Source: an optimization exercise on an open RTL-to-GDS flow (aim: small area, a short achievable clock period and few clock cycles per item). Production flows keep margins and buffers that such runs may drop. Only simulation tests tie the RTL to the original design; equivalence was not proved.

$ cat design/flow/design.v
module ryu32_tables (
    input  wire       sel_pow,   
    input  wire [5:0] idx,
    output reg  [60:0] value
);
    always @(*) begin
        value = 61'd0;
        if (!sel_pow) begin
            case (idx)
                6'd0: value = 61'h0800000000000000;
                6'd1: value = 61'h0666666666666667;
                6'd2: value = 61'h051eb851eb851eb9;
                6'd3: value = 61'h04189374bc6a7efa;
                6'd4: value = 61'h068db8bac710cb2a;
                6'd5: value = 61'h053e2d6238da3c22;
                6'd6: value = 61'h0431bde82d7b634e;
                6'd7: value = 61'h06b5fca6af2bd216;
                6'd8: value = 61'h055e63b88c230e78;
                6'd9: value = 61'h044b82fa09b5a52d;
                6'd10: value = 61'h06df37f675ef6eae;
                6'd11: value = 61'h057f5ff85e592558;
                6'd12: value = 61'h0465e6604b7a8447;
                6'd13: value = 61'h0709709a125da071;
                6'd14: value = 61'h05a126e1a84ae6c1;
                6'd15: value = 61'h0480ebe7b9d58567;
                6'd16: value = 61'h0734aca5f6226f0b;
                6'd17: value = 61'h05c3bd5191b525a3;
                6'd18: value = 61'h049c97747490eae9;
                6'd19: value = 61'h0760f253edb4ab0e;
                6'd20: value = 61'h05e72843249088d8;
                6'd21: value = 61'h04b8ed0283a6d3e0;
                6'd22: value = 61'h078e480405d7b966;
                6'd23: value = 61'h060b6cd004ac9452;
                6'd24: value = 61'h04d5f0a66a23a9db;
                6'd25: value = 61'h07bcb43d769f762b;
                6'd26: value = 61'h063090312bb2c4ef;
                6'd27: value = 61'h04f3a68dbc8f03f3;
                6'd28: value = 61'h07ec3daf94180651;
                6'd29: value = 61'h065697bfa9acd1da;
                6'd30: value = 61'h051212ffbaf0a7e2;
                default: value = 61'd0;
            endcase
        end else begin
            case (idx)
                6'd0: value = 61'h1000000000000000;
                6'd1: value = 61'h1400000000000000;
                6'd2: value = 61'h1900000000000000;
                6'd3: value = 61'h1f40000000000000;
                6'd4: value = 61'h1388000000000000;
                6'd5: value = 61'h186a000000000000;
                6'd6: value = 61'h1e84800000000000;
                6'd7: value = 61'h1312d00000000000;
                6'd8: value = 61'h17d7840000000000;
                6'd9: value = 61'h1dcd650000000000;
                6'd10: value = 61'h12a05f2000000000;
                6'd11: value = 61'h174876e800000000;
                6'd12: value = 61'h1d1a94a200000000;
                6'd13: value = 61'h12309ce540000000;
                6'd14: value = 61'h16bcc41e90000000;
                6'd15: value = 61'h1c6bf52634000000;
                6'd16: value = 61'h11c37937e0800000;
                6'd17: value = 61'h16345785d8a00000;
                6'd18: value = 61'h1bc16d674ec80000;
                6'd19: value = 61'h1158e460913d0000;
                6'd20: value = 61'h15af1d78b58c4000;
                6'd21: value = 61'h1b1ae4d6e2ef5000;
                6'd22: value = 61'h10f0cf064dd59200;
                6'd23: value = 61'h152d02c7e14af680;
                6'd24: value = 61'h1a784379d99db420;
                6'd25: value = 61'h108b2a2c28029094;
                6'd26: value = 61'h14adf4b7320334b9;
                6'd27: value = 61'h19d971e4fe8401e7;
                6'd28: value = 61'h1027e72f1f128130;
                6'd29: value = 61'h1431e0fae6d7217c;
                6'd30: value = 61'h193e5939a08ce9db;
                6'd31: value = 61'h1f8def8808b02452;
                6'd32: value = 61'h13b8b5b5056e16b3;
                6'd33: value = 61'h18a6e32246c99c60;
                6'd34: value = 61'h1ed09bead87c0378;
                6'd35: value = 61'h13426172c74d822b;
                6'd36: value = 61'h1812f9cf7920e2b6;
                6'd37: value = 61'h1e17b84357691b64;
                6'd38: value = 61'h12ced32a16a1b11e;
                6'd39: value = 61'h178287f49c4a1d66;
                6'd40: value = 61'h1d6329f1c35ca4bf;
                6'd41: value = 61'h125dfa371a19e6f7;
                6'd42: value = 61'h16f578c4e0a060b5;
                6'd43: value = 61'h1cb2d6f618c878e3;
                6'd44: value = 61'h11efc659cf7d4b8d;
                6'd45: value = 61'h166bb7f0435c9e71;
                6'd46: value = 61'h1c06a5ec5433c60d;
                default: value = 61'd0;
            endcase
        end
    end
endmodule
module ryu32 (
    input  wire        clk,
    input  wire        rst,
    input  wire        in_valid,
    output wire        in_ready,
    input  wire [31:0] in_x,
    output reg         out_valid,
    output reg  [31:0] out_m,
    output reg  [7:0]  out_e,
    output reg  [1:0]  out_cls,
    output reg         out_sign,
    output reg  [3:0]  out_len,
    output reg  [7:0]  out_sci
);
    localparam CLS_FINITE = 2'd0, CLS_ZERO = 2'd1, CLS_INF = 2'd2, CLS_NAN = 2'd3;
    localparam S_IDLE   = 4'd0,
               S_PARAM  = 4'd11,
               S_MUL_R  = 4'd1,
               S_MUL_P  = 4'd2,
               S_MUL_M  = 4'd3,
               S_EXTRA  = 4'd4,
               S_TZ     = 4'd5,
               S_TZ5    = 4'd6,
               S_DIGITS = 4'd7,
               S_STRIP  = 4'd8,
               S_ROUND  = 4'd9,
               S_FIN    = 4'd10;
    reg [3:0] state;
    assign in_ready = (state == S_IDLE);
    wire [7:0]  in_exp  = in_x[30:23];
    wire [22:0] in_mant = in_x[22:0];
    reg  [1:0]  in_cls;
    always @(*) begin
        if (in_exp == 8'hff)
            in_cls = (in_mant == 23'd0) ? CLS_INF : CLS_NAN;
        else if (in_exp == 8'd0 && in_mant == 23'd0)
            in_cls = CLS_ZERO;
        else
            in_cls = CLS_FINITE;
    end
    reg               sign;
    reg        [1:0]  cls;
    reg signed [9:0]  e2;         
    reg        [23:0] m2;
    reg               accept_bounds;
    reg               mm_shift;
    wire [25:0] mv = {m2, 2'b00};
    wire [25:0] mp = {m2, 2'b10};
    wire [25:0] mm = {m2, 2'b00} - 26'd1 - {25'd0, mm_shift};
    wire        case_a_c = ~e2[9];           
    wire [7:0]  ne2    = -e2[7:0];           
    function [31:0] pow5bits;
        input [31:0] e;
        pow5bits = ((e * 32'd1217359) >> 19) + 32'd1;
    endfunction
    reg [31:0] q;             
    reg [31:0] pi;            
    reg [31:0] p5_main, p5_extra;
    reg [6:0]  q7_c;
    reg signed [7:0] e10_c;
    reg [5:0]  idx_main_c, idx_extra_c;
    reg [6:0]  sh_main_c, sh_extra_c;
    always @(*) begin
        q        = 32'd0;
        pi       = 32'd0;
        p5_main  = 32'd0;
        p5_extra = 32'd0;
        if (case_a_c) begin
            q         = ({22'd0, e2} * 32'd78913) >> 18;
            p5_main   = pow5bits(q);
            p5_extra  = pow5bits(q - 32'd1);
            idx_main_c  = q[5:0];
            idx_extra_c = q[5:0] - 6'd1;
            sh_main_c   = q[6:0] + 7'd58 + p5_main[6:0] - e2[6:0];
            sh_extra_c  = q[6:0] - 7'd1 + 7'd58 + p5_extra[6:0] - e2[6:0];
            e10_c       = q[7:0];
        end else begin
            q         = ({24'd0, ne2} * 32'd732923) >> 20;
            pi        = {24'd0, ne2} - q;
            p5_main   = pow5bits(pi);
            p5_extra  = pow5bits(pi + 32'd1);
            idx_main_c  = pi[5:0];
            idx_extra_c = pi[5:0] + 6'd1;
            sh_main_c   = q[6:0] + 7'd61 - p5_main[6:0];
            sh_extra_c  = q[6:0] - 7'd1 + 7'd61 - p5_extra[6:0];
            e10_c       = q[7:0] + e2[7:0];
        end
        q7_c = q[6:0];
    end
    reg              case_a;
    reg [6:0]        q7;
    reg signed [7:0] e10;
    reg [5:0]        idx_main, idx_extra;
    reg [6:0]        sh_main, sh_extra;
    always @(posedge clk) begin
        if (state == S_PARAM) begin
            case_a    <= case_a_c;
            q7        <= q7_c;
            e10       <= e10_c;
            idx_main  <= idx_main_c;
            idx_extra <= idx_extra_c;
            sh_main   <= sh_main_c;
            sh_extra  <= sh_extra_c;
        end
    end
    reg  [25:0] mul_a;
    reg  [5:0]  mul_idx;
    reg  [6:0]  mul_sh;
    wire [60:0] mul_f;
    ryu32_tables u_tables (.sel_pow(~case_a), .idx(mul_idx), .value(mul_f));
    wire [86:0] mul_prod = {61'd0, mul_a} * {26'd0, mul_f};
    wire [86:0] mul_shifted = mul_prod >> mul_sh;
    wire [31:0] mul_res = mul_shifted[31:0];
    always @(*) begin
        mul_a   = mv;
        mul_idx = idx_main;
        mul_sh  = sh_main;
        case (state)
            S_MUL_P: mul_a = mp;
            S_MUL_M: mul_a = mm;
            S_EXTRA: begin
                mul_idx = idx_extra;
                mul_sh  = sh_extra;
            end
            default: ;
        endcase
    end
    reg [31:0] vr, vp, vm;
    reg        vm_tz, vr_tz;
    reg [3:0]  last_digit;
    reg [4:0]  removed;
    reg [25:0] tz_val;        
    reg [3:0]  tz_cnt;
    reg [1:0]  tz_target;     
    reg [31:0] res_m;
    reg signed [7:0] res_e;
    wire [31:0] vr_div10 = vr / 32'd10;
    wire [31:0] vp_div10 = vp / 32'd10;
    wire [31:0] vm_div10 = vm / 32'd10;
    wire [31:0] vr_mod10 = vr % 32'd10;
    wire [31:0] vm_mod10 = vm % 32'd10;
    wire        more_digits = vp_div10 > vm_div10;
    wire        extra_needed = (q7 != 7'd0) && ((vp - 32'd1) / 10 <= vm_div10);
    reg  [31:0] extra_val;
    wire [31:0] extra_mod10 = extra_val % 32'd10;
    wire [25:0] tz_div5 = tz_val / 5;
    wire        tz_mult5 = (tz_val % 5) == 0;
    wire [3:0]  lrd_tb = (vr_tz && last_digit == 4'd5 && !vr[0]) ? 4'd4 : last_digit;
    wire        round_up = ((vr == vm) && (!accept_bounds || !vm_tz)) || (lrd_tb >= 4'd5);
    reg [3:0] len_fin;
    always @(*) begin
        if      (res_m >= 32'd100000000) len_fin = 4'd9;
        else if (res_m >= 32'd10000000)  len_fin = 4'd8;
        else if (res_m >= 32'd1000000)   len_fin = 4'd7;
        else if (res_m >= 32'd100000)    len_fin = 4'd6;
        else if (res_m >= 32'd10000)     len_fin = 4'd5;
        else if (res_m >= 32'd1000)      len_fin = 4'd4;
        else if (res_m >= 32'd100)       len_fin = 4'd3;
        else if (res_m >= 32'd10)        len_fin = 4'd2;
        else                             len_fin = 4'd1;
    end
    always @(posedge clk) begin
        if (rst) begin
            state     <= S_IDLE;
            out_valid <= 1'b0;
        end else begin
            out_valid <= 1'b0;
            case (state)
                S_IDLE: begin
                    if (in_valid) begin
                        sign          <= in_x[31];
                        cls           <= in_cls;
                        accept_bounds <= ~in_mant[0];
                        mm_shift      <= (in_mant != 23'd0) || (in_exp <= 8'd1);
                        if (in_exp == 8'd0) begin
                            e2 <= -10'sd151;
                            m2 <= {1'b0, in_mant};
                        end else begin
                            e2 <= $signed({2'b00, in_exp}) - 10'sd152;
                            m2 <= {1'b1, in_mant};
                        end
                        res_m <= 32'd0;
                        res_e <= 8'sd0;
                        state <= (in_cls == CLS_FINITE) ? S_PARAM : S_FIN;
                    end
                end
                S_PARAM: begin
                    state <= S_MUL_R;
                end
                S_MUL_R: begin
                    vr    <= mul_res;
                    state <= S_MUL_P;
                end
                S_MUL_P: begin
                    vp    <= mul_res;
                    state <= S_MUL_M;
                end
                S_MUL_M: begin
                    vm    <= mul_res;
                    state <= S_EXTRA;
                end
                S_EXTRA: begin
                    extra_val  <= extra_needed ? mul_res : 32'd0;
                    vm_tz      <= 1'b0;
                    vr_tz      <= 1'b0;
                    removed    <= 5'd0;
                    state      <= S_TZ;
                end
                S_TZ: begin
                    last_digit <= extra_mod10[3:0];
                    if (case_a) begin
                        if (q7 <= 7'd9) begin
                            tz_cnt <= 4'd0;
                            if (mv % 5 == 0) begin
                                tz_target <= 2'd0;
                                tz_val    <= mv;
                            end else if (accept_bounds) begin
                                tz_target <= 2'd1;
                                tz_val    <= mm;
                            end else begin
                                tz_target <= 2'd2;
                                tz_val    <= mp;
                            end
                            state <= S_TZ5;
                        end else begin
                            state <= S_DIGITS;
                        end
                    end else begin
                        if (q7 <= 7'd1) begin
                            vr_tz <= 1'b1;
                            if (accept_bounds)
                                vm_tz <= mm_shift;
                            else
                                vp <= vp - 32'd1;
                        end else if (q7 < 7'd31) begin
                            vr_tz <= (mv & ((26'd1 << (q7 - 7'd1)) - 26'd1)) == 26'd0;
                        end
                        state <= S_DIGITS;
                    end
                end
                S_TZ5: begin
                    if ({3'd0, tz_cnt} >= q7 || !tz_mult5) begin
                        if ({3'd0, tz_cnt} >= q7) begin
                            case (tz_target)
                                2'd0:    vr_tz <= 1'b1;
                                2'd1:    vm_tz <= 1'b1;
                                default: vp    <= vp - 32'd1;
                            endcase
                        end
                        state <= S_DIGITS;
                    end else begin
                        tz_val <= tz_div5;
                        tz_cnt <= tz_cnt + 4'd1;
                    end
                end
                S_DIGITS: begin
                    if (more_digits) begin
                        vm_tz      <= vm_tz && (vm_mod10 == 32'd0);
                        vr_tz      <= vr_tz && (last_digit == 4'd0);
                        last_digit <= vr_mod10[3:0];
                        vr         <= vr_div10;
                        vp         <= vp_div10;
                        vm         <= vm_div10;
                        removed    <= removed + 5'd1;
                    end else begin
                        state <= vm_tz ? S_STRIP : S_ROUND;
                    end
                end
                S_STRIP: begin
                    if (vm_mod10 == 32'd0) begin
                        vr_tz      <= vr_tz && (last_digit == 4'd0);
                        last_digit <= vr_mod10[3:0];
                        vr         <= vr_div10;
                        vp         <= vp_div10;
                        vm         <= vm_div10;
                        removed    <= removed + 5'd1;
                    end else begin
                        state <= S_ROUND;
                    end
                end
                S_ROUND: begin
                    res_m <= vr + {31'd0, round_up};
                    res_e <= e10 + $signed({3'd0, removed});
                    state <= S_FIN;
                end
                S_FIN: begin
                    out_valid <= 1'b1;
                    out_m     <= res_m;
                    out_e     <= res_e;
                    out_cls   <= cls;
                    out_sign  <= sign;
                    case (cls)
                        CLS_FINITE: begin
                            out_len <= len_fin;
                            out_sci <= res_e + $signed({4'd0, len_fin}) - 8'sd1;
                        end
                        CLS_ZERO: begin
                            out_len <= 4'd1;
                            out_sci <= 8'sd0;
                        end
                        default: begin
                            out_len <= 4'd0;
                            out_sci <= 8'sd0;
                        end
                    endcase
                    state <= S_IDLE;
                end
                default: state <= S_IDLE;
            endcase
        end
    end
endmodule
$ cat design/flow/run.sh
#!/bin/bash
# synth_recipe.tcl (not shown) runs the flow's synth.tcl, then flattens the netlist and writes it again
# the make line also repeats each setting of config.mk as NAME=value (left out here)
make -C /OpenROAD-flow-scripts/flow DESIGN_CONFIG=/design/flow/config.mk WORK_HOME=/design/flow/orfs CLKGATE_MAP_FILE= SYNTH_SCRIPT=/design/flow/synth_recipe.tcl finish
$ cat design/flow/config.mk
export PLATFORM = sky130hd
export DESIGN_NAME = ryu32
export DESIGN_NICKNAME = ryu32
export VERILOG_FILES = /design/flow/design.v
export SDC_FILE = /design/flow/constraint.sdc
export NUM_CORES = 4
export LEC_CHECK = 0
export CAP_MARGIN = 20
export CORE_MARGIN = 2
export CORE_UTILIZATION = 35
export SLEW_MARGIN = 20
$ cat design/flow/constraint.sdc
create_clock -name core_clock -period 20.0 [get_ports {clk}]
set_input_delay 4.0000 -clock core_clock [delete_from_list [all_inputs] [get_ports {clk}]]
set_output_delay 4.0000 -clock core_clock [all_outputs]
set_load 0.01 [all_outputs]
==> results by group <==
Logic synthesis
  – Post-synth EDFFs: 345
  – Dominant synthesized flop cell: edfxtp_1
  – Synth warnings: 2
  – Async set-or-reset flop fraction in the synthesized netlist: 0
  – Sequential share of the synthesized area: 0.0892
  – Synthesized Nets: 16900
  – Syn_area_per_cell: 8.19 um^2
  – Synth Register Bits: 350
  – Post-Synthesis Cells: 14300
  – Count of cell types in the netlist: 153
  – Synth Cell Area: between 100000 and 150000 um^2

STA
  – RSZ-0062 raised after global routing: no
  – Tcrit/Tclk final: 0.925
  – Worst-Margin Slew: 1.13 ns
  – Final Hold Vio Count: 0
  – Tmin final: 18.50 ns
  – Worst setup margin: 1.50 ns
  – Max-slew violation count: 0
  – Slew Limit Headroom: 0.242
  – Final setup fails: 0
  – Clock Skews: 0.0393 ns
  – Max Fclk: 54.1 MHz
  – Setup TNS: 0 ns

Layout
  – Commonest cells after routing, fill and taps aside: nand2_1 (2102), fa_1 (1671), inv_1 (1365)
  – Filler cells: 34200
  – Share of layout cells above drive strength 1: 0.0595
  – Commonest non-fill, non-tap cell in the layout: nand2_1
  – Final cell count without fillers: 18300
  – Area Overhead vs Synth: 6.42%
  – Fin util: 0.374
  – Final net count: 16400

Setup path
  – Crit path from: state[2]
  – Critical path fanouts, max: 24
  – Worst setup EP type: flip-flop
  – Setup CP Type: reg -> reg
  – Type of origin of the critical path: flip-flop
  – CP Capture Point: vm[23]
  – R2r endpoint: vm[23]
  – Worst reg-to-reg path cell count: 62
  – Worst path slowest cell: a21oi_1
  – Crit path top cell by count: o21ai_0
  – FF-to-FF setup slack: between 1.5 and 2 ns
  – CP peak stage delay: roughly 0.84 ns
  – Crit path arrival time: 18.93 ns
  – Worst Path Required: around 20 ns
  – Reg-to-Reg Start: state[2]

CTS
  – CTS Buf Count: 42
  – Clock Latency Late Sink: 0.64 ns
  – CTS Sinks: 350
  – H-tree level count: 2
  – Setup bufs post-CTS: 0
  – CTS tree: yes
  – CTS Hold Buffers Added: 0
  – Post-CTS Resized: 0
  – Root Buffer: clkbuf_16
  – Clock Tree Buf Depth: 3
  – Clock Pin Slew Worst Setup and Hold Paths: 0.07 ns

Floorplanning
  – Starting density of the core: 0.352
  – Die ar.: 340000 um^2
  – Die width: 583 um
  – Die Span Y: slightly below 600 um
  – Rows: around 210
  – Ports: 92
  – Core ar.: 333000 um^2

Detailed routing
  – Wirelength per Cell: roughly 23 um
  – Final wirelength: 428 mm
  – Initial DRC count: 12300
  – DRC violations left: 0
  – 1st-pass router iterations: 7
  – Vias/cell: 5.93
  – Antenna viol nets, final: 0
  – Vias post-DR: 108000

Global route
  – Vias in the first global route: 106000
  – First-pass GRT wire length: between 600 and 700 mm
  – Initial antenna violation count: 32
  – Overall Global Routing Usage: 0.248
  – Largest net degree at the start of global routing: 110
  – Grt ovf: 0

Placement
  – I/O Buffers: 91
  – Pre-CTS WS: 1.80 ns
  – HPWL after detailed placement: 330 mm
  – Dpl cells: 18200
  – Gp weighted congestion: 1.01

Flow run
  – Max-cap violations: 0

Hold path
  – Min-delay worst type: reg -> reg

Run status
  – Run status: no timing/DRC/antenna violations
==> worst min-delay path by stage <==
stage	from	to	slack, ns	cells after the start
2_1_floorplan	sign	out_sign	0.40	0
3_3_place_gp	sign	out_sign	0.41	0
3_5_place_dp	sign	out_sign	0.41	0
4_1_cts	sign	out_sign	0.42	0
5_1_grt	sign	out_sign	0.44	0
6_report	sign	out_sign	0.42	0
==> worst max-delay path: cells and delay by family (launching register included) <==
| kind | cells | cell delay, ns |
|---|---|---|
| xor+xnor | 1 | 0.26 |
| fa+ha+maj | 8 | 3.60 |
| mux | 1 | 0.54 |
| simple gates | 12 | 3.06 |
| flops | 1 | 0.79 |
| compound gates | 33 | 8.55 |
| buf+inv | 7 | 1.38 |
==> registers in the layout, indices dropped and copies added, names as in the netlist, 5 cells and up <==
name       count
out_sci        8
tz_val        26
m2            24
vp            32
sh_main        7
res_e          8
res_m         32
q7             7
sh_extra       7
e10            7
removed        5
out_m         32
idx_extra      6
vr            32
vm            32
out_e          8
e2             9
idx_main       6
extra_val     32
==> per-stage QoR <==
| stage | hold slack (ns) | instance area [um^2] |
|---|---|---|
| after floorplan | 0.400 | 117000 |
| after global placement | 0.411 | 123000 |
| after detailed placement | 0.411 | 123000 |
| after CTS | 0.424 | 125000 |
| after global routing | 0.444 | 125000 |
| final | 0.422 | 125000 |
==> layer usage <==
metal  GRT usage  vias to the layer above  wire (um)
met1       0.345                    53800     181000
met5           0                        -         71
met4      0.0856                       12      17500
li1            -                    48400          -
met2       0.378                     5337     186000
met3      0.0541                      873      43800
==> final cells by class <==
type | instances | area, um^2 | area share
Tap cell | 4387 | 5490 | 0.0440
Clock inverter | 32 | 280 | 0.00225
Sequential cell | 350 | 10500 | 0.0839
Clock buffer | 44 | 1060 | 0.00849
Timing Repair Buffer | 420 | 3480 | 0.0279
Antenna cell | 10 | 25.0 | 0.000201
Inverter | 1424 | 5360 | 0.0430
Multi-Input combinational cell | 11600 | 98600 | 0.790
==> synth_stat cells, drive strengths merged (321+ instances only) <==
master / number / area [um^2]
inv: 1391 / 5240
nand2: 2104 / 7900
fa: 1671 / 33500
xnor2: 396 / 3480
nor3: 321 / 1690
clkbuf: 773 / 2910
ha: 892 / 11200
a21oi: 775 / 3930
nor2: 1048 / 3950
o21ai: 679 / 3410
edfxtp: 345 / 10400
and2: 350 / 2190
==> logic make-up after synthesis <==
logic type	share of synthesized area
and+or+nand+nor	0.194
AOI/OAI and AO/OA	0.189
adders and majority gates	0.382
buffers and inverters	0.0772
xor gates and xnor gates	0.0369
DFF	0.0892
muxes	0.0307
Testbench counts, summed over its fixed seeds: cycles 188,183, items 16,000.

-- afterwards: timing with drivers on the ports --
In the flow no input, the clock included, has a driving cell. The finished layout below was timed again as built, in two steps. Step 1, drivers: a clkbuf_16 drives clk and a buf_2 each remaining input, both assumed. Step 2 also shifts input and output timing later by t, the mid clock arrival at the registers, as if the neighbouring blocks saw the same clock. a / b / c = ideal / step 1 / step 2; a / b = the first two.
t (ns): 0.692
setup slack, ns: 1.503 / 1.503 / 1.503
latest minus earliest clock arrival (ns): 0.040 / 0.040
After both steps setup and hold are still met in this run. For this run, drivers alone change the setup slack by 0.000 ns; drivers and shift together by 0.000 ns.
